Source: an optimization exercise on an open RTL-to-GDS flow (aim: small area, a short achievable clock period and few clock cycles per item). Production flows keep margins and buffers that such runs may drop.
No functional check of the RTL was part of any run shown here.
Power is estimated from default activity; no workload was simulated.

### flow/design.v
module isd_decode (
    input  wire         clk,
    input  wire         rst,
    input  wire         start,
    input  wire [5:0]   n_in,
    input  wire [4:0]   k_in,
    input  wire [5:0]   t_in,
    output wire         ready,
    input  wire         row_valid,
    input  wire [32:0]  row_in,       
    input  wire [7:0]   y_in,         
    output wire         row_ready,
    output reg          done,
    output reg  [2:0]   err,
    output reg  [32:0]  m_out
);
    localparam NMAX = 32;
    localparam KW   = 13;                      
    localparam LW   = 6;                       
    localparam HW   = KW - LW;                 
    localparam PW   = KW + 5;                  
    localparam [2:0] E_NONE     = 3'd0;
    localparam [2:0] E_PRECOND  = 3'd2;
    localparam [2:0] E_RANGE    = 3'd3;
    localparam [2:0] E_SENTINEL = 3'd5;
    reg st_idle, st_load, st_flush, st_rank;
    reg [5:0] n_r;
    reg [4:0] k_r;
    reg [5:0] t_r;
    reg [4:0] rem;                             
    reg       rem1;                            
    reg       bad_r;                           
    reg          v_r;
    reg [32:0]   row_r;
    reg [7:0]    y_r;
    reg  [LW-1:0] key_lo [0:NMAX-1];
    reg  [HW-1:0] key_hi [0:NMAX-1];
    reg  [NMAX-1:0] key_cy;                    
    wire [KW-1:0] key_sum [0:NMAX-1];
    wire [NMAX-1:0] lo_cy;
    reg  [KW-1:0] bound;                       
    reg [NMAX-1:0] act;                        
    reg [5:0]      need;
    reg [5:0]      cnt;                        
    reg [PW-1:0]   psel;                       
    reg [NMAX-1:0] kb;                         
    reg [NMAX-1:0] kbn;                        
    assign ready     = st_idle;
    assign row_ready = st_load;
    wire [2:0] code = (t_r > n_r)                   ? E_PRECOND :
                      (n_r > NMAX || k_r > 5'd16)   ? E_RANGE   :
                                                      E_NONE;
    reg row_bad;
    integer b;
    always @(*) begin
        row_bad = 1'b0;
        for (b = 0; b <= NMAX; b = b + 1) begin
            if (b == n_r && !row_r[b])
                row_bad = 1'b1;
            if (b > n_r && row_r[b])
                row_bad = 1'b1;
        end
    end
    wire [8:0] a_one  = v_r ? {y_r, 1'b0} : 9'd0;
    wire [5:0] a_zero = v_r ? t_r : 6'd0;
    genvar gc, gb;
    generate
        for (gc = 0; gc < NMAX; gc = gc + 1) begin : g_acc
            wire [KW-1:0] ad = row_r[gc] ? {4'd0, a_one} : {7'd0, a_zero};
            wire [KW-1:0] kv = {key_hi[gc], key_lo[gc]};
            wire [KW:0]   co;                  
            wire [KW-1:0] ci;                  
            for (gb = 0; gb < KW; gb = gb + 1) begin : g_bit
                if (gb == 0)
                    assign ci[gb] = 1'b0;
                else if (gb == LW)
                    assign ci[gb] = key_cy[gc];
                else
                    assign ci[gb] = co[gb];
                assign key_sum[gc][gb] = kv[gb] ^ ad[gb] ^ ci[gb];
                assign co[gb+1] = (kv[gb] & ad[gb]) | (ci[gb] & (kv[gb] ^ ad[gb]));
            end
            assign co[0] = 1'b0;
            assign lo_cy[gc] = co[LW];
        end
    endgenerate
    wire [8:0] a_max  = (a_one > {3'd0, a_zero}) ? a_one : {3'd0, a_zero};
    wire [KW-1:0] bound_nx = bound + {4'd0, a_max};
    reg [PW-1:0] psel0;
    integer q;
    always @(*) begin
        psel0 = {{(PW-5){1'b0}}, 5'b10000};
        for (q = 0; q < KW; q = q + 1)
            if (bound_nx[q])
                psel0 = {{(PW-1){1'b0}}, 1'b1} << (q + 5);
    end
    reg [NMAX-1:0] kbit_nx;
    integer c, p;
    always @(*) begin
        for (c = 0; c < NMAX; c = c + 1) begin
            kbit_nx[c] = 1'b0;
            for (p = 0; p < KW; p = p + 1)
                kbit_nx[c] = kbit_nx[c] | (psel[p + 5] & key_sum[c][p]);
            for (p = 0; p < 5; p = p + 1)
                kbit_nx[c] = kbit_nx[c] | (psel[p] & ~c[p]);
        end
    end
    wire d_eq   = (cnt == need);
    wire d_more = (cnt > need);
    wire [NMAX-1:0] ones   = act & kb;
    wire [NMAX-1:0] sel_c1 = act & kb & kbn;
    wire [NMAX-1:0] sel_c0 = act & ~kb & kbn;
    wire [5:0] c1, c0;
    wire pc1_w1;
    wire pc1_w2;
    wire pc1_w3;
    wire pc1_w4;
    wire pc1_w5;
    wire pc1_w6;
    wire pc1_w7;
    wire pc1_w8;
    wire pc1_w9;
    wire pc1_w10;
    wire pc1_w11;
    wire pc1_w12;
    wire pc1_w13;
    wire pc1_w14;
    wire pc1_w15;
    wire pc1_w16;
    wire pc1_w17;
    wire pc1_w18;
    wire pc1_w19;
    wire pc1_w20;
    wire pc1_w21;
    wire pc1_w22;
    wire pc1_w23;
    wire pc1_w24;
    wire pc1_w25;
    wire pc1_w26;
    wire pc1_w27;
    wire pc1_w28;
    wire pc1_w29;
    wire pc1_w30;
    wire pc1_w31;
    wire pc1_w32;
    wire pc1_w33;
    wire pc1_w34;
    wire pc1_w35;
    wire pc1_w36;
    wire pc1_w37;
    wire pc1_w38;
    wire pc1_w39;
    wire pc1_w40;
    wire pc1_w41;
    wire pc1_w42;
    wire pc1_w43;
    wire pc1_w44;
    wire pc1_w45;
    wire pc1_w46;
    wire pc1_w47;
    wire pc1_w48;
    wire pc1_w49;
    wire pc1_w50;
    wire pc1_w51;
    wire pc1_w52;
    wire pc1_w53;
    wire pc1_w54;
    wire pc1_w55;
    wire pc1_w56;
    wire pc1_w57;
    wire pc1_w58;
    wire pc1_w59;
    wire pc1_w60;
    wire pc1_w61;
    wire pc1_w62;
    wire pc1_w63;
    wire pc1_w64;
    wire pc1_w65;
    wire pc1_w66;
    wire pc1_w67;
    wire pc1_w68;
    wire pc1_w69;
    wire pc1_w70;
    wire pc1_w71;
    wire pc1_w72;
    wire pc1_w73;
    wire pc1_w74;
    wire pc1_w75;
    wire pc1_w76;
    assign pc1_w1 = sel_c1[0] ^ sel_c1[1] ^ sel_c1[2];
    assign pc1_w2 = (sel_c1[0] & sel_c1[1]) | (sel_c1[2] & (sel_c1[0] ^ sel_c1[1]));
    assign pc1_w3 = sel_c1[3] ^ sel_c1[4] ^ sel_c1[5];
    assign pc1_w4 = (sel_c1[3] & sel_c1[4]) | (sel_c1[5] & (sel_c1[3] ^ sel_c1[4]));
    assign pc1_w5 = sel_c1[6] ^ sel_c1[7] ^ sel_c1[8];
    assign pc1_w6 = (sel_c1[6] & sel_c1[7]) | (sel_c1[8] & (sel_c1[6] ^ sel_c1[7]));
    assign pc1_w7 = sel_c1[9] ^ sel_c1[10] ^ sel_c1[11];
    assign pc1_w8 = (sel_c1[9] & sel_c1[10]) | (sel_c1[11] & (sel_c1[9] ^ sel_c1[10]));
    assign pc1_w9 = sel_c1[12] ^ sel_c1[13] ^ sel_c1[14];
    assign pc1_w10 = (sel_c1[12] & sel_c1[13]) | (sel_c1[14] & (sel_c1[12] ^ sel_c1[13]));
    assign pc1_w11 = sel_c1[15] ^ sel_c1[16] ^ sel_c1[17];
    assign pc1_w12 = (sel_c1[15] & sel_c1[16]) | (sel_c1[17] & (sel_c1[15] ^ sel_c1[16]));
    assign pc1_w13 = sel_c1[18] ^ sel_c1[19] ^ sel_c1[20];
    assign pc1_w14 = (sel_c1[18] & sel_c1[19]) | (sel_c1[20] & (sel_c1[18] ^ sel_c1[19]));
    assign pc1_w15 = sel_c1[21] ^ sel_c1[22] ^ sel_c1[23];
    assign pc1_w16 = (sel_c1[21] & sel_c1[22]) | (sel_c1[23] & (sel_c1[21] ^ sel_c1[22]));
    assign pc1_w17 = sel_c1[24] ^ sel_c1[25] ^ sel_c1[26];
    assign pc1_w18 = (sel_c1[24] & sel_c1[25]) | (sel_c1[26] & (sel_c1[24] ^ sel_c1[25]));
    assign pc1_w19 = sel_c1[27] ^ sel_c1[28] ^ sel_c1[29];
    assign pc1_w20 = (sel_c1[27] & sel_c1[28]) | (sel_c1[29] & (sel_c1[27] ^ sel_c1[28]));
    assign pc1_w21 = pc1_w1 ^ pc1_w3 ^ pc1_w5;
    assign pc1_w22 = (pc1_w1 & pc1_w3) | (pc1_w5 & (pc1_w1 ^ pc1_w3));
    assign pc1_w23 = pc1_w7 ^ pc1_w9 ^ pc1_w11;
    assign pc1_w24 = (pc1_w7 & pc1_w9) | (pc1_w11 & (pc1_w7 ^ pc1_w9));
    assign pc1_w25 = pc1_w13 ^ pc1_w15 ^ pc1_w17;
    assign pc1_w26 = (pc1_w13 & pc1_w15) | (pc1_w17 & (pc1_w13 ^ pc1_w15));
    assign pc1_w27 = pc1_w19 ^ sel_c1[30] ^ sel_c1[31];
    assign pc1_w28 = (pc1_w19 & sel_c1[30]) | (sel_c1[31] & (pc1_w19 ^ sel_c1[30]));
    assign pc1_w29 = pc1_w2 ^ pc1_w4 ^ pc1_w6;
    assign pc1_w30 = (pc1_w2 & pc1_w4) | (pc1_w6 & (pc1_w2 ^ pc1_w4));
    assign pc1_w31 = pc1_w8 ^ pc1_w10 ^ pc1_w12;
    assign pc1_w32 = (pc1_w8 & pc1_w10) | (pc1_w12 & (pc1_w8 ^ pc1_w10));
    assign pc1_w33 = pc1_w14 ^ pc1_w16 ^ pc1_w18;
    assign pc1_w34 = (pc1_w14 & pc1_w16) | (pc1_w18 & (pc1_w14 ^ pc1_w16));
    assign pc1_w35 = pc1_w21 ^ pc1_w23 ^ pc1_w25;
    assign pc1_w36 = (pc1_w21 & pc1_w23) | (pc1_w25 & (pc1_w21 ^ pc1_w23));
    assign pc1_w37 = pc1_w22 ^ pc1_w24 ^ pc1_w26;
    assign pc1_w38 = (pc1_w22 & pc1_w24) | (pc1_w26 & (pc1_w22 ^ pc1_w24));
    assign pc1_w39 = pc1_w28 ^ pc1_w29 ^ pc1_w31;
    assign pc1_w40 = (pc1_w28 & pc1_w29) | (pc1_w31 & (pc1_w28 ^ pc1_w29));
    assign pc1_w41 = pc1_w30 ^ pc1_w32 ^ pc1_w34;
    assign pc1_w42 = (pc1_w30 & pc1_w32) | (pc1_w34 & (pc1_w30 ^ pc1_w32));
    assign pc1_w43 = pc1_w35 ^ pc1_w27;
    assign pc1_w44 = pc1_w35 & pc1_w27;
    assign pc1_w45 = pc1_w36 ^ pc1_w37 ^ pc1_w39;
    assign pc1_w46 = (pc1_w36 & pc1_w37) | (pc1_w39 & (pc1_w36 ^ pc1_w37));
    assign pc1_w47 = pc1_w38 ^ pc1_w40 ^ pc1_w41;
    assign pc1_w48 = (pc1_w38 & pc1_w40) | (pc1_w41 & (pc1_w38 ^ pc1_w40));
    assign pc1_w49 = pc1_w44 ^ pc1_w45 ^ pc1_w33;
    assign pc1_w50 = (pc1_w44 & pc1_w45) | (pc1_w33 & (pc1_w44 ^ pc1_w45));
    assign pc1_w51 = pc1_w46 ^ pc1_w47;
    assign pc1_w52 = pc1_w46 & pc1_w47;
    assign pc1_w53 = pc1_w48 ^ pc1_w42;
    assign pc1_w54 = pc1_w48 & pc1_w42;
    assign pc1_w55 = pc1_w49 ^ pc1_w20;
    assign pc1_w56 = pc1_w49 & pc1_w20;
    assign pc1_w57 = pc1_w50 ^ pc1_w51;
    assign pc1_w58 = pc1_w50 & pc1_w51;
    assign pc1_w59 = pc1_w52 ^ pc1_w53;
    assign pc1_w60 = pc1_w52 & pc1_w53;
    assign pc1_w61 = pc1_w56 ^ pc1_w57;
    assign pc1_w62 = pc1_w56 & pc1_w57;
    assign pc1_w63 = pc1_w58 ^ pc1_w59;
    assign pc1_w64 = pc1_w58 & pc1_w59;
    assign pc1_w65 = pc1_w60 ^ pc1_w54;
    assign pc1_w66 = pc1_w60 & pc1_w54;
    assign pc1_w67 = pc1_w62 ^ pc1_w63;
    assign pc1_w68 = pc1_w62 & pc1_w63;
    assign pc1_w69 = pc1_w64 ^ pc1_w65;
    assign pc1_w70 = pc1_w64 & pc1_w65;
    assign pc1_w71 = pc1_w68 ^ pc1_w69;
    assign pc1_w72 = pc1_w68 & pc1_w69;
    assign pc1_w73 = pc1_w70 ^ pc1_w66;
    assign pc1_w74 = pc1_w70 & pc1_w66;
    assign pc1_w75 = pc1_w72 ^ pc1_w73;
    assign pc1_w76 = pc1_w72 & pc1_w73;
    assign c1 = {pc1_w75, pc1_w71, pc1_w67, pc1_w61, pc1_w55, pc1_w43};
    wire pc0_w1;
    wire pc0_w2;
    wire pc0_w3;
    wire pc0_w4;
    wire pc0_w5;
    wire pc0_w6;
    wire pc0_w7;
    wire pc0_w8;
    wire pc0_w9;
    wire pc0_w10;
    wire pc0_w11;
    wire pc0_w12;
    wire pc0_w13;
    wire pc0_w14;
    wire pc0_w15;
    wire pc0_w16;
    wire pc0_w17;
    wire pc0_w18;
    wire pc0_w19;
    wire pc0_w20;
    wire pc0_w21;
    wire pc0_w22;
    wire pc0_w23;
    wire pc0_w24;
    wire pc0_w25;
    wire pc0_w26;
    wire pc0_w27;
    wire pc0_w28;
    wire pc0_w29;
    wire pc0_w30;
    wire pc0_w31;
    wire pc0_w32;
    wire pc0_w33;
    wire pc0_w34;
    wire pc0_w35;
    wire pc0_w36;
    wire pc0_w37;
    wire pc0_w38;
    wire pc0_w39;
    wire pc0_w40;
    wire pc0_w41;
    wire pc0_w42;
    wire pc0_w43;
    wire pc0_w44;
    wire pc0_w45;
    wire pc0_w46;
    wire pc0_w47;
    wire pc0_w48;
    wire pc0_w49;
    wire pc0_w50;
    wire pc0_w51;
    wire pc0_w52;
    wire pc0_w53;
    wire pc0_w54;
    wire pc0_w55;
    wire pc0_w56;
    wire pc0_w57;
    wire pc0_w58;
    wire pc0_w59;
    wire pc0_w60;
    wire pc0_w61;
    wire pc0_w62;
    wire pc0_w63;
    wire pc0_w64;
    wire pc0_w65;
    wire pc0_w66;
    wire pc0_w67;
    wire pc0_w68;
    wire pc0_w69;
    wire pc0_w70;
    wire pc0_w71;
    wire pc0_w72;
    wire pc0_w73;
    wire pc0_w74;
    wire pc0_w75;
    wire pc0_w76;
    assign pc0_w1 = sel_c0[0] ^ sel_c0[1] ^ sel_c0[2];
    assign pc0_w2 = (sel_c0[0] & sel_c0[1]) | (sel_c0[2] & (sel_c0[0] ^ sel_c0[1]));
    assign pc0_w3 = sel_c0[3] ^ sel_c0[4] ^ sel_c0[5];
    assign pc0_w4 = (sel_c0[3] & sel_c0[4]) | (sel_c0[5] & (sel_c0[3] ^ sel_c0[4]));
    assign pc0_w5 = sel_c0[6] ^ sel_c0[7] ^ sel_c0[8];
    assign pc0_w6 = (sel_c0[6] & sel_c0[7]) | (sel_c0[8] & (sel_c0[6] ^ sel_c0[7]));
    assign pc0_w7 = sel_c0[9] ^ sel_c0[10] ^ sel_c0[11];
    assign pc0_w8 = (sel_c0[9] & sel_c0[10]) | (sel_c0[11] & (sel_c0[9] ^ sel_c0[10]));
    assign pc0_w9 = sel_c0[12] ^ sel_c0[13] ^ sel_c0[14];
    assign pc0_w10 = (sel_c0[12] & sel_c0[13]) | (sel_c0[14] & (sel_c0[12] ^ sel_c0[13]));
    assign pc0_w11 = sel_c0[15] ^ sel_c0[16] ^ sel_c0[17];
    assign pc0_w12 = (sel_c0[15] & sel_c0[16]) | (sel_c0[17] & (sel_c0[15] ^ sel_c0[16]));
    assign pc0_w13 = sel_c0[18] ^ sel_c0[19] ^ sel_c0[20];
    assign pc0_w14 = (sel_c0[18] & sel_c0[19]) | (sel_c0[20] & (sel_c0[18] ^ sel_c0[19]));
    assign pc0_w15 = sel_c0[21] ^ sel_c0[22] ^ sel_c0[23];
    assign pc0_w16 = (sel_c0[21] & sel_c0[22]) | (sel_c0[23] & (sel_c0[21] ^ sel_c0[22]));
    assign pc0_w17 = sel_c0[24] ^ sel_c0[25] ^ sel_c0[26];
    assign pc0_w18 = (sel_c0[24] & sel_c0[25]) | (sel_c0[26] & (sel_c0[24] ^ sel_c0[25]));
    assign pc0_w19 = sel_c0[27] ^ sel_c0[28] ^ sel_c0[29];
    assign pc0_w20 = (sel_c0[27] & sel_c0[28]) | (sel_c0[29] & (sel_c0[27] ^ sel_c0[28]));
    assign pc0_w21 = pc0_w1 ^ pc0_w3 ^ pc0_w5;
    assign pc0_w22 = (pc0_w1 & pc0_w3) | (pc0_w5 & (pc0_w1 ^ pc0_w3));
    assign pc0_w23 = pc0_w7 ^ pc0_w9 ^ pc0_w11;
    assign pc0_w24 = (pc0_w7 & pc0_w9) | (pc0_w11 & (pc0_w7 ^ pc0_w9));
    assign pc0_w25 = pc0_w13 ^ pc0_w15 ^ pc0_w17;
    assign pc0_w26 = (pc0_w13 & pc0_w15) | (pc0_w17 & (pc0_w13 ^ pc0_w15));
    assign pc0_w27 = pc0_w19 ^ sel_c0[30] ^ sel_c0[31];
    assign pc0_w28 = (pc0_w19 & sel_c0[30]) | (sel_c0[31] & (pc0_w19 ^ sel_c0[30]));
    assign pc0_w29 = pc0_w2 ^ pc0_w4 ^ pc0_w6;
    assign pc0_w30 = (pc0_w2 & pc0_w4) | (pc0_w6 & (pc0_w2 ^ pc0_w4));
    assign pc0_w31 = pc0_w8 ^ pc0_w10 ^ pc0_w12;
    assign pc0_w32 = (pc0_w8 & pc0_w10) | (pc0_w12 & (pc0_w8 ^ pc0_w10));
    assign pc0_w33 = pc0_w14 ^ pc0_w16 ^ pc0_w18;
    assign pc0_w34 = (pc0_w14 & pc0_w16) | (pc0_w18 & (pc0_w14 ^ pc0_w16));
    assign pc0_w35 = pc0_w21 ^ pc0_w23 ^ pc0_w25;
    assign pc0_w36 = (pc0_w21 & pc0_w23) | (pc0_w25 & (pc0_w21 ^ pc0_w23));
    assign pc0_w37 = pc0_w22 ^ pc0_w24 ^ pc0_w26;
    assign pc0_w38 = (pc0_w22 & pc0_w24) | (pc0_w26 & (pc0_w22 ^ pc0_w24));
    assign pc0_w39 = pc0_w28 ^ pc0_w29 ^ pc0_w31;
    assign pc0_w40 = (pc0_w28 & pc0_w29) | (pc0_w31 & (pc0_w28 ^ pc0_w29));
    assign pc0_w41 = pc0_w30 ^ pc0_w32 ^ pc0_w34;
    assign pc0_w42 = (pc0_w30 & pc0_w32) | (pc0_w34 & (pc0_w30 ^ pc0_w32));
    assign pc0_w43 = pc0_w35 ^ pc0_w27;
    assign pc0_w44 = pc0_w35 & pc0_w27;
    assign pc0_w45 = pc0_w36 ^ pc0_w37 ^ pc0_w39;
    assign pc0_w46 = (pc0_w36 & pc0_w37) | (pc0_w39 & (pc0_w36 ^ pc0_w37));
    assign pc0_w47 = pc0_w38 ^ pc0_w40 ^ pc0_w41;
    assign pc0_w48 = (pc0_w38 & pc0_w40) | (pc0_w41 & (pc0_w38 ^ pc0_w40));
    assign pc0_w49 = pc0_w44 ^ pc0_w45 ^ pc0_w33;
    assign pc0_w50 = (pc0_w44 & pc0_w45) | (pc0_w33 & (pc0_w44 ^ pc0_w45));
    assign pc0_w51 = pc0_w46 ^ pc0_w47;
    assign pc0_w52 = pc0_w46 & pc0_w47;
    assign pc0_w53 = pc0_w48 ^ pc0_w42;
    assign pc0_w54 = pc0_w48 & pc0_w42;
    assign pc0_w55 = pc0_w49 ^ pc0_w20;
    assign pc0_w56 = pc0_w49 & pc0_w20;
    assign pc0_w57 = pc0_w50 ^ pc0_w51;
    assign pc0_w58 = pc0_w50 & pc0_w51;
    assign pc0_w59 = pc0_w52 ^ pc0_w53;
    assign pc0_w60 = pc0_w52 & pc0_w53;
    assign pc0_w61 = pc0_w56 ^ pc0_w57;
    assign pc0_w62 = pc0_w56 & pc0_w57;
    assign pc0_w63 = pc0_w58 ^ pc0_w59;
    assign pc0_w64 = pc0_w58 & pc0_w59;
    assign pc0_w65 = pc0_w60 ^ pc0_w54;
    assign pc0_w66 = pc0_w60 & pc0_w54;
    assign pc0_w67 = pc0_w62 ^ pc0_w63;
    assign pc0_w68 = pc0_w62 & pc0_w63;
    assign pc0_w69 = pc0_w64 ^ pc0_w65;
    assign pc0_w70 = pc0_w64 & pc0_w65;
    assign pc0_w71 = pc0_w68 ^ pc0_w69;
    assign pc0_w72 = pc0_w68 & pc0_w69;
    assign pc0_w73 = pc0_w70 ^ pc0_w66;
    assign pc0_w74 = pc0_w70 & pc0_w66;
    assign pc0_w75 = pc0_w72 ^ pc0_w73;
    assign pc0_w76 = pc0_w72 & pc0_w73;
    assign c0 = {pc0_w75, pc0_w71, pc0_w67, pc0_w61, pc0_w55, pc0_w43};
    reg [NMAX-1:0] below_n;
    reg [32:0]     at_n;
    integer mi;
    always @(*) begin
        for (mi = 0; mi < NMAX; mi = mi + 1)
            below_n[mi] = (mi < n_r);
        for (mi = 0; mi <= NMAX; mi = mi + 1)
            at_n[mi] = (mi == n_r);
    end
    integer j;
    always @(posedge clk) begin
        row_r <= row_in;
        y_r   <= y_in;
        v_r   <= !rst && row_valid && st_load;
        for (j = 0; j < NMAX; j = j + 1) begin
            key_lo[j] <= st_idle ? {LW{1'b0}} : key_sum[j][LW-1:0];
            key_hi[j] <= st_idle ? {HW{1'b0}} : key_sum[j][KW-1:LW];
        end
        key_cy <= st_idle ? {NMAX{1'b0}} : lo_cy;
        bound  <= st_idle ? {KW{1'b0}} : bound_nx;
        if (v_r && row_bad)
            bad_r <= 1'b1;
        kb   <= kbn;
        kbn  <= kbit_nx;
        psel <= psel >> 1;
        if (rst) begin
            st_idle  <= 1'b1;
            st_load  <= 1'b0;
            st_flush <= 1'b0;
            st_rank  <= 1'b0;
            done     <= 1'b0;
            err      <= E_NONE;
        end else begin
            done <= 1'b0;
            if (st_idle) begin
                if (start) begin
                    n_r      <= n_in;
                    k_r      <= k_in;
                    t_r      <= t_in;
                    rem      <= k_in;
                    rem1     <= (k_in == 5'd1);
                    bad_r    <= 1'b0;
                    st_idle  <= 1'b0;
                    st_load  <= (k_in != 5'd0);
                    st_flush <= (k_in == 5'd0);
                end
            end
            if (st_load) begin
                if (row_valid) begin
                    rem  <= rem - 5'd1;
                    rem1 <= (rem == 5'd2);
                    if (rem1) begin
                        st_load  <= 1'b0;
                        st_flush <= 1'b1;
                    end
                end
            end
            if (st_flush) begin
                st_flush <= 1'b0;
                act  <= below_n;
                need <= t_r;
                cnt  <= 6'd0;
                psel <= psel0;
                kb   <= {NMAX{1'b0}};
                kbn  <= {NMAX{1'b0}};
                if (code != E_NONE || bad_r || (v_r && row_bad)) begin
                    st_idle <= 1'b1;
                    done    <= 1'b1;
                    err     <= (code != E_NONE) ? code : E_SENTINEL;
                    m_out   <= 33'd0;
                end else if (t_r == 6'd0 || t_r == n_r) begin
                    st_idle <= 1'b1;
                    done    <= 1'b1;
                    err     <= E_NONE;
                    m_out   <= at_n | ((t_r == 6'd0) ? 33'd0 : {1'b0, below_n});
                end else begin
                    st_rank <= 1'b1;
                    m_out   <= at_n;
                end
            end
            if (st_rank) begin
                if (!d_more)
                    m_out <= m_out | {1'b0, ones};
                if (d_eq) begin
                    st_rank <= 1'b0;
                    st_idle <= 1'b1;
                    done    <= 1'b1;
                    err     <= E_NONE;
                end else if (d_more) begin
                    act <= ones;
                    cnt <= c1;
                end else begin
                    act  <= act & ~kb;
                    need <= need - cnt;
                    cnt  <= c0;
                end
            end
        end
    end
endmodule
### flow/run.sh
#!/bin/bash
# synth_recipe.tcl (not shown) runs the flow's synth.tcl, then flattens the netlist and writes it again
# the make line also repeats each setting of config.mk as NAME=value (left out here)
make -C /OpenROAD-flow-scripts/flow DESIGN_CONFIG=/design/flow/config.mk WORK_HOME=/design/flow/orfs CLKGATE_MAP_FILE= SYNTH_SCRIPT=/design/flow/synth_recipe.tcl finish
### flow/config.mk
export PLATFORM = sky130hd
export DESIGN_NAME = isd_decode
export DESIGN_NICKNAME = isd_decode
export VERILOG_FILES = /design/flow/design.v
export SDC_FILE = /design/flow/constraint.sdc
export NUM_CORES = 4
export LEC_CHECK = 0
export CAP_MARGIN = 20
export CORE_MARGIN = 2
export CORE_UTILIZATION = 50
export SLEW_MARGIN = 20
### flow/constraint.sdc
create_clock -name core_clock -period 15.0 [get_ports {clk}]
set_input_delay 3.0000 -clock core_clock [delete_from_list [all_inputs] [get_ports {clk}]]
set_output_delay 3.0000 -clock core_clock [all_outputs]
set_load 0.01 [all_outputs]
==> results.toml, run 1 <==
[worst_setup_path]
r2r-end = "psel[6]$_DFF_P_"
rr_worst_depth = 22
cpMaxStageDelayCell = "dfxtp_2"
critPathArrivalTime_ps = 6720
required_ps = 15530
critPathKind = "reg -> reg"
cp_num_buf_inv = 3
reg2reg_slack_ps = 8810
worstSetupStartpointType = "register"
crit_fanout = 35
cp_slowest_stage_delay_ps = 660
crit_chain = "buf_4 -> nand2_2 -> buf_4 -> ha_1 -> a21o_1 -> a21o_1 -> a21o_1 -> a21o_1 -> a21oi_1 -> o21ai_1 -> nor2_1 -> ha_1 -> inv_1 -> fa_1 -> nor2b_1 -> o2111ai_1 -> a21oi_1 -> o2111ai_1 -> xor2_1 -> nand2_1 -> or4b_4 -> o41ai_2"
path_delay_family = "compound AO/OA/AOI/OAI gates"
crit_top_cell = "a21o_1"
endpoint_kind = "register"
worstReg2RegStart = "v_r$_DFF_P_"

[global_route]
grt-ovfl-total = 0
grt_max_degree = 187
grt_pass1_vias = 28300
grt_pass1_wl_mm = 174
track_usage_pct = 29.8
antenna_found_initial = 2

[detailed_routing]
detail-route-antenna-nets = 0
drc = 0
routed_wl_mm = 115
vias_per_cell = 5.72
drt-initial-drc-count = 2402
wl_per_cell_um = 23.2
dr.pass1.iters = 6
vias = 28300

[finish]
layout.cells.non_filler = 4947
nets = 4465
drive_above_1_share_pct = 6.44
diodes = 0
design_area_um2 = 42000
syn2layout_area_growth_pct = 11.8
fin_util_pct = 56.4

[timing]
setup_viol_count_final = 0
fin_crit_sh_pct = 41.3
hold_viol_final = 0
finClkSkew_ps = 22.3
fin_crit_ps = 6190
relSlewSlack_pct = 27.1
rsz0062_at_grt = "no"
setup_tns_ps = 0
max_slew.worst_pin.slew_ps = 1090
final-max-slew-violation-count = 0
achievable-frequency_mhz = 162

[flow_run]
drv_cap = 0

[clock_tree]
post_cts_buffers = 0
cts.sinks = 694
cts_made_buffers = 80
clk_pin_slew_ps = 60
clk_path_buf_depth = 3
worstSkewPairLatency_ps = 640
cts_tree = "done"
ctsResizeCount = 0
cts_hold_buf = 0
cts-root-buf = "clkbuf_16"
h-tree-depth = 3

[power_and_ir_drop]
p_sw_mw = 1.05
clkPwrFrac_pct = 46.1
p_leak_nw = 17.1
pwr-share-seq_pct = 46.8
power.total_mw = 4.28
p_int_mw = 3.22
comb_power_share_pct = 7.2
sw_frac_of_total_pct = 24.6
irDropWorstVdd_v = 0.0000831
power_density_nw_per_um2 = 102

[synthesis]
synth_edf_count = 100
synth_ff_type = "dfxtp_1"
ys_seq_elements = 694
ys_async_sr_fraction_pct = 0
ys_types = 81
yosys_warnings = 3
ys_seq_area_share_pct = 39.6
netlist_instances = 3912
synth_nets = 4460
synth_area_um2 = 37600
syn_avg_cell_area_um2 = 9.61

[floorplanning]
ios = 101
dieWidth_um = 278
die_h_um = 278
num_rows = 100
core_um2 = 74400
dieArea_um2 = 77400
initial_utilization_pct = 50.5

[worst_hold_path]
hp-start = "psel[13]$_DFF_P_"
hp-class = "reg -> reg"
min_path_cells = 2
min_to = "psel[12]$_DFF_P_"

[placement]
post-place-cells = 4804
dpl-instance-area_um2 = 39400
gp_congestion = 0.899
portBuffers = 100
dpl.hpwl_mm = 74.7

[status]
outcome = "finished clean"
[cell usage after synthesis (all sizes together) (43+ instances only)]
cell      n  share of area, %
and2     45              0.75
nor2    381               3.8
a21oi   181               2.4
o21ai   229               3.1
and3     66               1.1
o22ai    51               1.2
inv     391               3.9
xor2     72               1.7
edfxtp  100               8.0
a31oi    43              0.72
clkbuf  215               2.2
fa      310                17
ha      176               5.9
nand2   349               3.5
dfxtp   594                32
nor2b   300               5.0
[cell type report]
| class | instances | area, µm² |
|---|---|---|
| Clock buffer | 117 | 2350 |
| Clock inverter | 26 | 273 |
| Fill cell | 6704 | 32400 |
| Inverter | 393 | 1480 |
| Multi-Input combinational cell | 2582 | 20300 |
| Sequential cell | 694 | 14900 |
| Tap cell | 969 | 1210 |
| Timing Repair Buffer | 166 | 1510 |
[metal layers]
layer | vias up | GRT usage (%) | share of wire [%]
met2 | 1075 | 48.3 | 46
met3 | 249 | 4.15 | 6.4
li1 | 13000 | - | -
met1 | 14000 | 40.5 | 43
met5 | - | 0 | 0
met4 | 0 | 11.9 | 4.4
[power by group through the flow]
| stage | sequential [mW] | combinational [mW] | clock, mW |
|---|---|---|---|
| after floorplan | 2.01 | 0.198 | 0 |
| after global placement | 2.04 | 0.301 | 0 |
| after detailed placement | 2.04 | 0.303 | 0 |
| after CTS | 2.00 | 0.304 | 2.00 |
| after global routing | 2.00 | 0.334 | 2.07 |
| final | 2.00 | 0.307 | 1.97 |
[through the flow]
stage,setup slack (ps),hold WS (ps)
floorplan,9200,425
global placement,8990,443
detailed placement,8910,447
CTS,8890,462
global route,8450,486
finish,8810,469
[tightest hold or removal path: stages, from the launching register on]
cell	delay, ps
dfxtp_1	320
nand2_1	50
o31ai_1	60
[logic make-up (layout without fill, tap and decap cells)]
group | after synthesis | in the layout | share of synthesized area [%]
compound gates | 752 | 752 | 13.1
simple gates | 1248 | 1248 | 16.1
mux | 17 | 17 | 0.456
xor+xnor | 79 | 79 | 1.84
flops | 694 | 694 | 39.6
fa+ha+maj | 486 | 486 | 22.4
buf+inv | 636 | 702 | 6.50
[state kept, by name, summed over array words and instances (netlist names), 8 cells and up]
name / cells
y_r: 8
row_r: 33
key_lo: 192
psel: 18
kbn: 32
key_cy: 32
kb: 32
act: 32
m_out: 33
bound: 13
key_hi: 224
[worst max-delay path by stage]
| stage | cells after the start | to | from |
|---|---|---|---|
| after global placement | 22 | psel[6]$_DFF_P_ | v_r$_DFF_P_ |
| after detailed placement | 22 | psel[6]$_DFF_P_ | v_r$_DFF_P_ |
| after CTS | 22 | psel[6]$_DFF_P_ | v_r$_DFF_P_ |
| after floorplan | 7 | psel[11]$_DFF_P_ | rst |
| after global routing | 22 | psel[6]$_DFF_P_ | v_r$_DFF_P_ |
| final | 22 | psel[6]$_DFF_P_ | v_r$_DFF_P_ |
[cells in the final DEF, fill, tap and decap left out, types with 24 or more instances in the layout]
cell type and n:
nand2_1 343, fa_1 310, o22ai_2 24, a21oi_1 181, and2_1 42, dfxtp_1 582, o22ai_1 27, inv_1 387
and3_1 66, nor2b_1 300, o21ai_0 224, clkbuf_16 85, a31oi_1 43, edfxtp_1 100, xor2_1 72, a22oi_1 31
ha_1 176, a221oi_1 38, nor2_1 377, o2111ai_1 25, clkdlybuf4s50_1 100, buf_4 65
==> run 2: changes to the inputs <==
--- a/flow/design.v
+++ b/flow/design.v
@@ -25,3 +25,4 @@
     localparam [2:0] E_SENTINEL = 3'd5;
-    reg st_idle, st_load, st_flush, st_rank;
+    reg st_idle, st_load, st_flush, st_rank, st_first;
+    reg rdy_q, rrdy_q;
     reg [5:0] n_r;
@@ -34,3 +35,4 @@
     reg [32:0]   row_r;
-    reg [7:0]    y_r;
+    reg [7:0]    y_g;
+    reg [5:0]    t_g;
     reg  [LW-1:0] key_lo [0:NMAX-1];
@@ -47,4 +49,5 @@
     reg [NMAX-1:0] kbn;                        
-    assign ready     = st_idle;
-    assign row_ready = st_load;
+    assign ready     = rdy_q;
+    assign row_ready = rrdy_q;
+    wire take = st_load && row_valid;          
     wire [2:0] code = (t_r > n_r)                   ? E_PRECOND :
@@ -63,4 +66,5 @@
     end
-    wire [8:0] a_one  = v_r ? {y_r, 1'b0} : 9'd0;
-    wire [5:0] a_zero = v_r ? t_r : 6'd0;
+    wire fault = (code != E_NONE) || bad_r || (v_r && row_bad);
+    wire [8:0] a_one  = {y_g, 1'b0};
+    wire [5:0] a_zero = t_g;
     genvar gc, gb;
@@ -86,3 +90,3 @@
     endgenerate
-    wire [8:0] a_max  = (a_one > {3'd0, a_zero}) ? a_one : {3'd0, a_zero};
+    wire [8:0]    a_max    = (a_one > {3'd0, a_zero}) ? a_one : {3'd0, a_zero};
     wire [KW-1:0] bound_nx = bound + {4'd0, a_max};
@@ -93,5 +97,6 @@
         for (q = 0; q < KW; q = q + 1)
-            if (bound_nx[q])
+            if (bound[q])
                 psel0 = {{(PW-1){1'b0}}, 1'b1} << (q + 5);
     end
+    wire [PW-1:0] fsel = st_first ? psel0 : psel;
     reg [NMAX-1:0] kbit_nx;
@@ -102,5 +107,5 @@
             for (p = 0; p < KW; p = p + 1)
-                kbit_nx[c] = kbit_nx[c] | (psel[p + 5] & key_sum[c][p]);
+                kbit_nx[c] = kbit_nx[c] | (fsel[p + 5] & key_sum[c][p]);
             for (p = 0; p < 5; p = p + 1)
-                kbit_nx[c] = kbit_nx[c] | (psel[p] & ~c[p]);
+                kbit_nx[c] = kbit_nx[c] | (fsel[p] & ~c[p]);
         end
@@ -428,2 +433,29 @@
     end
+    wire fin_flush = st_flush && (fault || t_r == 6'd0 || t_r == n_r);
+    wire fin_rank  = st_rank && d_eq;
+    wire nx_idle   = (st_idle && !start) || fin_flush || fin_rank;
+    wire nx_load   = (st_idle && start && k_in != 5'd0) || (st_load && !(row_valid && rem1));
+    always @(posedge clk) begin
+        if (rst) begin
+            st_idle  <= 1'b1;
+            rdy_q    <= 1'b1;
+            st_load  <= 1'b0;
+            rrdy_q   <= 1'b0;
+            st_flush <= 1'b0;
+            st_rank  <= 1'b0;
+            st_first <= 1'b0;
+            done     <= 1'b0;
+            v_r      <= 1'b0;
+        end else begin
+            st_idle  <= nx_idle;
+            rdy_q    <= nx_idle;
+            st_load  <= nx_load;
+            rrdy_q   <= nx_load;
+            st_flush <= (st_idle && start && k_in == 5'd0) || (take && rem1);
+            st_rank  <= (st_flush && !fin_flush) || (st_rank && !d_eq);
+            st_first <= st_flush && !fin_flush;
+            done     <= fin_flush || fin_rank;
+            v_r      <= take;
+        end
+    end
     integer j;
@@ -431,4 +463,4 @@
         row_r <= row_in;
-        y_r   <= y_in;
-        v_r   <= !rst && row_valid && st_load;
+        y_g   <= take ? y_in : 8'd0;
+        t_g   <= take ? t_r  : 6'd0;
         for (j = 0; j < NMAX; j = j + 1) begin
@@ -439,78 +471,44 @@
         bound  <= st_idle ? {KW{1'b0}} : bound_nx;
-        if (v_r && row_bad)
-            bad_r <= 1'b1;
-        kb   <= kbn;
-        kbn  <= kbit_nx;
-        psel <= psel >> 1;
-        if (rst) begin
-            st_idle  <= 1'b1;
-            st_load  <= 1'b0;
-            st_flush <= 1'b0;
-            st_rank  <= 1'b0;
-            done     <= 1'b0;
-            err      <= E_NONE;
+        if (st_idle && start) begin
+            n_r   <= n_in;
+            k_r   <= k_in;
+            t_r   <= t_in;
+            rem   <= k_in;
+            rem1  <= (k_in == 5'd1);
+            bad_r <= 1'b0;
         end else begin
-            done <= 1'b0;
-            if (st_idle) begin
-                if (start) begin
-                    n_r      <= n_in;
-                    k_r      <= k_in;
-                    t_r      <= t_in;
-                    rem      <= k_in;
-                    rem1     <= (k_in == 5'd1);
-                    bad_r    <= 1'b0;
-                    st_idle  <= 1'b0;
-                    st_load  <= (k_in != 5'd0);
-                    st_flush <= (k_in == 5'd0);
-                end
+            if (take) begin
+                rem  <= rem - 5'd1;
+                rem1 <= (rem == 5'd2);
             end
-            if (st_load) begin
-                if (row_valid) begin
-                    rem  <= rem - 5'd1;
-                    rem1 <= (rem == 5'd2);
-                    if (rem1) begin
-                        st_load  <= 1'b0;
-                        st_flush <= 1'b1;
-                    end
-                end
-            end
-            if (st_flush) begin
-                st_flush <= 1'b0;
-                act  <= below_n;
-                need <= t_r;
-                cnt  <= 6'd0;
-                psel <= psel0;
-                kb   <= {NMAX{1'b0}};
-                kbn  <= {NMAX{1'b0}};
-                if (code != E_NONE || bad_r || (v_r && row_bad)) begin
-                    st_idle <= 1'b1;
-                    done    <= 1'b1;
-                    err     <= (code != E_NONE) ? code : E_SENTINEL;
-                    m_out   <= 33'd0;
-                end else if (t_r == 6'd0 || t_r == n_r) begin
-                    st_idle <= 1'b1;
-                    done    <= 1'b1;
-                    err     <= E_NONE;
-                    m_out   <= at_n | ((t_r == 6'd0) ? 33'd0 : {1'b0, below_n});
-                end else begin
-                    st_rank <= 1'b1;
-                    m_out   <= at_n;
-                end
+            if (v_r && row_bad)
+                bad_r <= 1'b1;
+        end
+        kb   <= kbn;
+        kbn  <= kbit_nx;
+        psel <= fsel >> 1;
+        if (st_flush) begin
+            act  <= below_n;
+            need <= t_r;
+            cnt  <= 6'd0;
+            kb   <= {NMAX{1'b0}};
+            kbn  <= {NMAX{1'b0}};
+            if (fault) begin
+                err   <= (code != E_NONE) ? code : E_SENTINEL;
+                m_out <= 33'd0;
+            end else begin
+                err   <= E_NONE;
+                m_out <= at_n | ((t_r == n_r) ? {1'b0, below_n} : 33'd0);
             end
-            if (st_rank) begin
-                if (!d_more)
-                    m_out <= m_out | {1'b0, ones};
-                if (d_eq) begin
-                    st_rank <= 1'b0;
-                    st_idle <= 1'b1;
-                    done    <= 1'b1;
-                    err     <= E_NONE;
-                end else if (d_more) begin
-                    act <= ones;
-                    cnt <= c1;
-                end else begin
-                    act  <= act & ~kb;
-                    need <= need - cnt;
-                    cnt  <= c0;
-                end
+        end
+        if (st_rank) begin
+            if (!d_more)
+                m_out <= m_out | {1'b0, ones};
+            if (d_more) begin
+                act <= ones;
+                cnt <= c1;
+            end else begin
+                act  <= act & ~kb;
+                need <= need - cnt;
+                cnt  <= c0;
             end
==> results.toml, run 2 <==
[timing]
fin_crit_ps = 5230
setup_tns_ps = 0
setup_viol_count_final = 0
final-max-slew-violation-count = 0
hold_viol_final = 0
rsz0062_at_grt = "no"
holdWs_ps = 477
fin_crit_sh_pct = 34.9
max_slew.worst_pin.slew_ps = 1200
achievable-frequency_mhz = 191
relSlewSlack_pct = 19.8
finClkSkew_ps = 24.7

[worst_setup_path]
cpMaxStageDelayCell = "dfxtp_4"
crit_fanout = 75
crit_chain = "clkdlybuf4s50_1"
critPathKind = "reg -> out"
cp_num_buf_inv = 1
cp_slowest_stage_delay_ps = 900
required_ps = 12000
critPathArrivalTime_ps = 2230
worstSetupStartpointType = "register"
endpoint_kind = "primary output"
path_delay_family = "flip-flops"

[detailed_routing]
vias_per_cell = 5.73
detail-route-antenna-nets = 0
vias = 28600
wl_per_cell_um = 24.2
drt-initial-drc-count = 2603
routed_wl_mm = 121
dr.pass1.iters = 6
drc = 0

[clock_tree]
worstSkewPairLatency_ps = 630
cts_hold_buf = 0
cts_made_buffers = 80
h-tree-depth = 3
cts-root-buf = "clkbuf_16"
cts.sinks = 700
cts_tree = "done"
post_cts_buffers = 0
clk_path_buf_depth = 3
ctsResizeCount = 0
clk_pin_slew_ps = 70

[finish]
largest_reg_flops = 224
layout.cells.non_filler = 4992
drive_above_1_share_pct = 7.20
syn2layout_area_growth_pct = 12.2
top_regs = "key_hi: 224 flops, key_lo: 192 flops"
final_common_cell = "dfxtp_1"
largest-register = "key_hi"
nets = 4495
layout_common_cells = "dfxtp_1 (622), nor2_1 (428), inv_1 (391)"

[synthesis]
synth_edf_count = 65
netlist_instances = 3957
synth_ff_type = "dfxtp_1"
ys_async_sr_fraction_pct = 0
yosysMostFrequentCell = "dfxtp_1"
synth_top_area_share_pct = 33.3
synth_area_um2 = 38200
ys_seq_elements = 700
synth_commonest_cells = "dfxtp_1 (635), nor2_1 (428), inv_1 (391), nor2b_1 (318), fa_1 (310)"
synth_area_leaders = "dfxtp_1 (33%), fa_1 (16%), ha_1 (5.8%)"
yosys_warnings = 3
syn_avg_cell_area_um2 = 9.65
ys_types = 86
ys_seq_area_share_pct = 38.4
yosysTopAreaCell = "dfxtp_1"
synth_nets = 4505

[power_and_ir_drop]
p_leak_nw = 16.9
power.total_mw = 4.54
irDropWorstVdd_v = 0.0000789
power_density_nw_per_um2 = 106

[global_route]
grt_max_degree = 204
grt_pass1_vias = 28400
track_usage_pct = 31.0
grt_pass1_wl_mm = 181
grt-ovfl-total = 0
antenna_found_initial = 5

[placement]
post-place-cells = 4843
gp_congestion = 0.989
portBuffers = 100
dpl.hpwl_mm = 79.0

[worst_hold_path]
hp-class = "reg -> reg"

[flow_run]
drv_cap = 0

[floorplanning]
initial_utilization_pct = 50.3
die_h_um = 280
dieArea_um2 = 78600
core_um2 = 75800
dieWidth_um = 280
num_rows = 101
ios = 101

[status]
outcome = "finished clean"
[run 2: cell types whose count changed in the layout (fill, tap and decap cells not counted), sizes merged, moves of 19 or more]
cell,before,now
a22oi,31,53
edfxtp,100,65
o2111ai,25,6
nor2,381,429
o221ai,3,25
xnor2,7,56
nand2,349,286
o21ai,229,159
dfxtp,594,635
mux2i,16,105
a21oi,181,134
xor2,72,23
nand4,14,36
[run 2: metal layers]
layer	part of all wire, %	GRT usage, %
met2	45	48.7
met4	3.9	11.4
met1	44	43.1
met3	7.6	5.37
met5	0.022	0
[run 2: logic make-up after synthesis]
family          Yosys count  share of synthesized area (%)
fa+ha+maj               486                           22.0
flops                   700                           38.4
buf+inv                 654                           6.68
compound gates          653                           11.7
mux                     119                           3.21
simple gates           1266                           16.2
xor+xnor                 79                           1.81
[run 2: final cells by class]
type | instances | area (µm²)
Antenna cell | 1 | 2.50
Clock buffer | 122 | 2500
Clock inverter | 26 | 365
Fill cell | 6811 | 33000
Inverter | 397 | 1490
Multi-Input combinational cell | 2603 | 21100
Sequential cell | 700 | 14700
Tap cell | 978 | 1220
Timing Repair Buffer | 165 | 1510
[run 2: where the power goes]
group          switching [mW]  total, mW  internal [mW]
clock network           0.822       2.12           1.30
registers              0.0602       2.00           1.94
logic                   0.262      0.420          0.158
[run 2: worst paths after layout]
kind	cells after the start	slack (ps)	startpoint	to
max	1	9770	rdy_q$_SDFF_PP1_	ready
min	1	480	kbn[26]$_SDFF_PP0_	kb[26]$_SDFF_PP0_
max reg2reg	15	10140	t_g[1]$_SDFF_PN0_	kbn[0]$_SDFF_PP0_
min reg2reg	1	480	kbn[26]$_SDFF_PP0_	kb[26]$_SDFF_PP0_
[run 2: per-stage QoR]
stage	area [µm²]	setup WS (ps)	utilization (%)
after global routing	42800	9680	56.5
after floorplan	38200	10450	-
after global placement	40000	10160	52.7
final	42800	9770	56.5
after detailed placement	40000	10180	52.7
after CTS	42800	9730	56.5

==> re-timing with driven ports <==
The flow's constraints put no driver on any port. The routed layouts listed below were extracted and timed again, unchanged, in two steps. Step 1, drivers: a clkbuf_16 drives clk and a buf_2 each remaining input, both assumed. Step 2 adds t to the input delays and takes it off the output delays; t is the mean of the earliest and latest rising clock arrival at the registers after step 1. Input paths then give back, and output paths get back, about the clock's delay inside the block. a / b / c = ideal / step 1 / step 2; a / b = the first two.
| run | shift t [ns] | setup WS [ns] | worst hold slack (ns) | worst slew at a driven data input, ns |
|---|---|---|---|---|
| run 1 | 0.690 | 8.811 / 8.811 / 8.811 | 0.469 / 0.469 / 0.469 | 0.05 |
| run 2 | 0.686 | 9.772 / 9.708 / 10.140 | 0.477 / 0.477 / 0.477 | 0.07 |
After both steps setup and hold are still met in every run listed.
